Background: an optimization exercise with open tools, aiming at small area. Do not read the settings as production practice. Function was checked by simulation only, so behaviour that the tests miss may differ from the original. Power is estimated from default activity; no workload was simulated.

## before
==> flow/design.v <==
module dht_decode (
    input  wire [9:0] hum,
    input  wire [9:0] tcm,
    input  wire       neg,
    input  wire       oor,
    input  wire [7:0] ck,
    input  wire       last_bit,
    output wire [1:0] res,
    output wire [9:0] temp_lo,    
    output wire       temp_neg    
);
    wire ck_ok  = (&ck[7:1]) & (ck[0] == last_bit);
    wire hum_hi = (&hum[9:5]) & (hum[4] | (hum[3] & (|hum[2:0])));
    wire pos_hi = tcm[9] & tcm[8] & (tcm[7] | tcm[6] | (tcm[5] & (|tcm[4:0])));
    wire neg_hi = (tcm < 10'd623);
    wire t_hi   = neg ? neg_hi : pos_hi;
    assign res = !ck_ok                  ? 2'd2 :
                 (oor | hum_hi | t_hi)   ? 2'd3 :
                                           2'd0;
    wire [10:0] c;
    assign c[0] = neg;
    genvar i;
    generate
        for (i = 0; i < 10; i = i + 1) begin : g_inc
            assign c[i+1]     = c[i] & tcm[i];
            assign temp_lo[i] = tcm[i] ^ c[i];
        end
    endgenerate
    assign temp_neg = neg & ~c[10];
endmodule
module dht_reader (
    input  wire        clk,
    input  wire        rst,          
    input  wire        tick_us,      
    input  wire        pin_in,       
    output wire        pin_oe,       
    output wire        pin_out,
    output wire        pin_pue,      
    output wire [15:0] rd_temp,
    output wire [15:0] rd_hum,
    output reg         rd_valid,
    output reg         err_ind,
    output reg         ev_reading,
    output reg         ev_error,
    output reg  [3:0]  st,
    output reg  [7:0]  fail_cnt,
    output reg  [31:0] succ_cnt,
    output reg  [1:0]  last_res
);
    localparam [3:0] S_IDLE          = 4'd0;
    localparam [3:0] S_START_LOW     = 4'd1;
    localparam [3:0] S_START_HIGH    = 4'd2;
    localparam [3:0] S_ACK_WAIT_LOW  = 4'd3;
    localparam [3:0] S_ACK_WAIT_HIGH = 4'd4;
    localparam [3:0] S_ACK_WAIT_LOW2 = 4'd5;
    localparam [3:0] S_BIT_WAIT_HIGH = 4'd6;
    localparam [3:0] S_BIT_MEASURE   = 4'd7;
    localparam [3:0] S_SLEEP_OK      = 4'd8;
    localparam [3:0] S_SLEEP_FAIL    = 4'd9;
    localparam [3:0] S_RECOVER       = 4'd10;
    localparam [14:0] L_WARMUP     = 15'd19999;   
    localparam [14:0] L_START_LOW  = 15'd999;
    localparam [14:0] L_START_HIGH = 15'd29;
    localparam [14:0] L_TIMEOUT    = 15'd9999;    
    localparam [14:0] L_FAIL       = 15'd29999;
    assign pin_pue = 1'b1;
    assign pin_oe  = (st == S_START_LOW) | (st == S_START_HIGH) | (st == S_RECOVER);
    assign pin_out = (st != S_START_LOW);
    reg  [14:0] cnt;
    reg  [5:0]  bitidx;
    reg  [19:0] sh;          
    reg         neg;
    reg         oor;
    reg  [7:0]  ck;
    reg  [9:0]  hum_q;
    reg  [9:0]  temp_q;
    reg         tneg_q;
    assign rd_hum  = {6'd0, hum_q};
    assign rd_temp = {{6{tneg_q}}, temp_q};
    wire din = pin_in;
    wire at_warm  = &(cnt | ~L_WARMUP);
    wire at_slow  = &(cnt | ~L_START_LOW);
    wire at_shigh = &(cnt | ~L_START_HIGH);
    wire at_to    = &(cnt | ~L_TIMEOUT);
    wire at_fail  = &(cnt | ~L_FAIL);
    wire bit_val = (|cnt[13:6]) | (cnt[5] & (cnt[4] | cnt[3]));
    wire [1:0] dec_res;
    wire [9:0] dec_temp;
    wire       dec_tneg;
    dht_decode u_decode (
        .hum(sh[19:10]), .tcm(sh[9:0]), .neg(neg), .oor(oor), .ck(ck),
        .last_bit(bit_val),
        .res(dec_res), .temp_lo(dec_temp), .temp_neg(dec_tneg)
    );
    reg       do_begin;
    reg       do_fail;
    reg [1:0] fail_kind;
    reg       do_succ;
    reg       do_store;
    reg       do_next;
    reg [3:0] next_st;
    always @(*) begin
        do_begin  = 1'b0;
        do_fail   = 1'b0;
        fail_kind = 2'd1;
        do_succ   = 1'b0;
        do_store  = 1'b0;
        do_next   = 1'b0;
        next_st   = 4'bxxxx;
        case (st)
            S_IDLE:       do_begin = at_warm;
            S_SLEEP_OK:   do_begin = at_warm;
            S_SLEEP_FAIL: do_begin = at_fail;
            S_START_LOW: begin
                do_next = at_slow;
                next_st = S_START_HIGH;
            end
            S_START_HIGH: begin
                do_next = at_shigh;
                next_st = S_ACK_WAIT_LOW;
            end
            S_ACK_WAIT_LOW: begin
                do_next = !din;
                do_fail = din && at_to;
                next_st = S_ACK_WAIT_HIGH;
            end
            S_ACK_WAIT_HIGH: begin
                do_next = din;
                do_fail = !din && at_to;
                next_st = S_ACK_WAIT_LOW2;
            end
            S_ACK_WAIT_LOW2: begin
                do_next = !din;
                do_fail = din && at_to;
                next_st = S_BIT_WAIT_HIGH;
            end
            S_BIT_WAIT_HIGH: begin
                do_next = din;
                do_fail = !din && at_to;
                next_st = S_BIT_MEASURE;
            end
            S_BIT_MEASURE: begin
                if (!din) begin
                    do_store = 1'b1;
                    if (bitidx == 6'd39) begin
                        do_succ   = (dec_res == 2'd0);
                        do_fail   = (dec_res != 2'd0);
                        fail_kind = dec_res;
                    end else begin
                        do_next = 1'b1;
                        next_st = S_BIT_WAIT_HIGH;
                    end
                end else begin
                    do_fail = at_to;
                end
            end
            S_RECOVER: begin
                do_next = at_to;
                next_st = S_SLEEP_FAIL;
            end
            default: ;
        endcase
    end
    wire step  = tick_us && !rst;
    wire store = step && do_store;
    wire begin_tx = step && do_begin;
    wire        cnt_clr = rst || (tick_us && (do_begin || do_succ || do_fail || do_next));
    wire [15:0] cnt_t;
    assign cnt_t[0] = tick_us;
    genvar i;
    generate
        for (i = 0; i < 15; i = i + 1) begin : g_cnt
            assign cnt_t[i+1] = cnt_t[i] & cnt[i];
        end
    endgenerate
    always @(posedge clk)
        cnt <= {15{~cnt_clr}} & (cnt ^ cnt_t[14:0]);
    wire in_sh  = (bitidx >= 6'd6 && bitidx <= 6'd15) || (bitidx >= 6'd22 && bitidx <= 6'd31);
    wire in_oor = (bitidx <= 6'd5) || (bitidx >= 6'd17 && bitidx <= 6'd21);
    wire in_sgn = (bitidx == 6'd16);
    wire [6:0] bi_t;
    assign bi_t[0] = store;
    generate
        for (i = 0; i < 6; i = i + 1) begin : g_bi
            assign bi_t[i+1] = bi_t[i] & bitidx[i];
        end
    endgenerate
    always @(posedge clk)
        bitidx <= {6{~begin_tx}} & (bitidx ^ bi_t[5:0]);
    wire       ck_x  = store & (bit_val ^ bitidx[5]);
    wire [7:0] ck_oh = 8'b1000_0000 >> bitidx[2:0];
    wire [7:0] ck_c;
    assign ck_c[0] = ck_x & ck_oh[0];
    generate
        for (i = 1; i < 8; i = i + 1) begin : g_ck
            assign ck_c[i] = (ck_c[i-1] & ck[i-1]) | (ck_x & ck_oh[i]);
        end
    endgenerate
    always @(posedge clk)
        ck <= {8{~begin_tx}} & (ck ^ ck_c);
    always @(posedge clk) begin
        if (begin_tx) begin
            oor <= 1'b0;
        end else if (store) begin
            if (in_oor) oor <= oor | bit_val;
            if (in_sgn) neg <= bit_val;
            if (in_sh)  sh  <= {sh[18:0], bit_val ^ (neg & bitidx[4])};
        end
    end
    wire        succ_ev = step && do_succ;
    wire [32:0] sc_t;
    assign sc_t[0] = succ_ev & ~&succ_cnt;
    generate
        for (i = 0; i < 32; i = i + 1) begin : g_sc
            assign sc_t[i+1] = sc_t[i] & succ_cnt[i];
        end
    endgenerate
    always @(posedge clk)
        succ_cnt <= {32{~rst}} & (succ_cnt ^ sc_t[31:0]);
    wire       fail_ev  = step && do_fail;
    wire       fail_clr = rst || (tick_us && (do_succ || (do_next && st == S_RECOVER)));
    wire [8:0] fc_t;
    assign fc_t[0] = fail_ev & ~&fail_cnt;
    generate
        for (i = 0; i < 8; i = i + 1) begin : g_fc
            assign fc_t[i+1] = fc_t[i] & fail_cnt[i];
        end
    endgenerate
    always @(posedge clk)
        fail_cnt <= {8{~fail_clr}} & (fail_cnt ^ fc_t[7:0]);
    wire hit_err    = (fail_cnt == 8'd4);
    wire go_recover = (fail_cnt >= 8'd9) && rd_valid;
    always @(posedge clk) begin
        if (rst) begin
            st         <= S_IDLE;
            temp_q     <= 10'd0;
            tneg_q     <= 1'b0;
            hum_q      <= 10'd0;
            rd_valid   <= 1'b0;
            err_ind    <= 1'b0;
            last_res   <= 2'd0;
            ev_reading <= 1'b0;
            ev_error   <= 1'b0;
        end else if (tick_us) begin
            ev_reading <= 1'b0;
            ev_error   <= 1'b0;
            if (do_begin) begin
                st <= S_START_LOW;
            end else if (do_succ) begin
                temp_q     <= dec_temp;
                tneg_q     <= dec_tneg;
                hum_q      <= sh[19:10];
                rd_valid   <= 1'b1;
                err_ind    <= 1'b0;
                last_res   <= 2'd0;
                ev_reading <= 1'b1;
                st         <= S_SLEEP_OK;
            end else if (do_fail) begin
                last_res <= fail_kind;
                if (hit_err) begin
                    ev_error <= 1'b1;
                    err_ind  <= 1'b1;
                end
                st <= go_recover ? S_RECOVER : S_SLEEP_FAIL;
            end else if (do_next) begin
                st <= next_st;
            end
        end
    end
endmodule
clock: 10.0 ns
lec_check: 0
cap_margin: 20
core_margin: 2
core_utilization: 40
slew_margin: 20
standard.sh (not shown) runs the stock make flow with config.mk's settings and CLKGATE_MAP_FILE= SYNTH_SCRIPT=/design/flow/synth_recipe.tcl, a recipe that flattens the netlist after the stock synthesis.
==> flow/flow/run.sh <==
#!/bin/bash
# Standard ORFS layout with these changes:
#  - combinational logic mapped by ABC with an area-oriented script
#    (flow/abc_area.script) instead of the speed script, and without the
#    separate half/full-adder mapping step; registers are untouched;
#  - port buffers are sky130_fd_sc_hd__buf_1 (every port still gets one);
#  - CTS uses small clock buffers and no dummy loads.
# make's output goes to make_flow.log; each ORFS step logs to orfs/logs/.
set -euo pipefail
rm -rf scripts_area
cp -r "$FLOW_HOME/scripts" scripts_area
cp flow/abc_area.script scripts_area/abc_area.script
bash standard.sh SCRIPTS_DIR="$PWD/scripts_area" ABC_AREA=1 ADDER_MAP_FILE= \
  BUFFER_PORTS_ARGS="-buffer_cell sky130_fd_sc_hd__buf_1" \
  CTS_ARGS="-sink_clustering_enable -repair_clock_nets -buf_list {sky130_fd_sc_hd__clkbuf_4 sky130_fd_sc_hd__clkbuf_8} -dont_use_dummy_load" \
  finish > make_flow.log 2>&1
==> flow/flow/abc_area.script <==
strash; &get -n; &fraig -x; &put; scorr; dc2; strash; &get -n; &dch -f; &nf -R 1000; &put
before reached the final stage; the timing, DRC and antenna checks on its layout passed.
## Diff of input files: after against before
--- a/flow/flow/run.sh
+++ b/flow/flow/run.sh
@@ -7 +7,2 @@
-#  - CTS uses small clock buffers and no dummy loads.
+#  - CTS uses clkbuf_4 clock buffers and no dummy loads;
+#  - one tie cell per constant value (tie fanout not split).
@@ -15,2 +16,2 @@
-  CTS_ARGS="-sink_clustering_enable -repair_clock_nets -buf_list {sky130_fd_sc_hd__clkbuf_4 sky130_fd_sc_hd__clkbuf_8} -dont_use_dummy_load" \
-  finish > make_flow.log 2>&1
+  CTS_ARGS="-sink_clustering_enable -repair_clock_nets -buf_list sky130_fd_sc_hd__clkbuf_4 -dont_use_dummy_load" \
+  SKIP_REPAIR_TIE_FANOUT=1 finish > make_flow.log 2>&1
### Flow results
Taking before as the reference, in after least setup slack across all paths after layout up 0.16 ns, power moved down, time the worst path needs with I/O delays and setup moved down, maximum vdd ir drop lost about 10%. Average vias per placed instance ends up lower on before. Between after and before, core utilization of the finished layout is lower for after, before comes in above that. Wire length on met2 (higher): after. Worst hold margin delta (after -> before): insignificant. On storage element area, after and before are neck and neck.

[static timing again, ports no longer ideal]
The flow's constraints put no driver on any port. The routed layouts listed below were extracted and timed again, unchanged, in two steps. Step 1 assumes that a clkbuf_16 drives the clock port and a buf_2 every other input. Step 2 also shifts input and output timing later by t, the mid clock arrival at the registers, as if the neighbouring blocks saw the same clock. Slacks: no drivers / after step 1 / after step 2; pairs: no drivers / after step 1.
run	t, ns	slack for setup (ns)	worst setup path at the end	clock arrival spread, ns
before	0.447	4.197 / 4.203 / 3.756	input to register	0.028 / 0.028
after	0.526	4.356 / 4.359 / 3.834	input to register	0.039 / 0.039
After both steps every run listed still meets setup and hold. The setup slack of after, which loses most, moves by +0.003 ns with the drivers and by -0.522 ns with both steps.
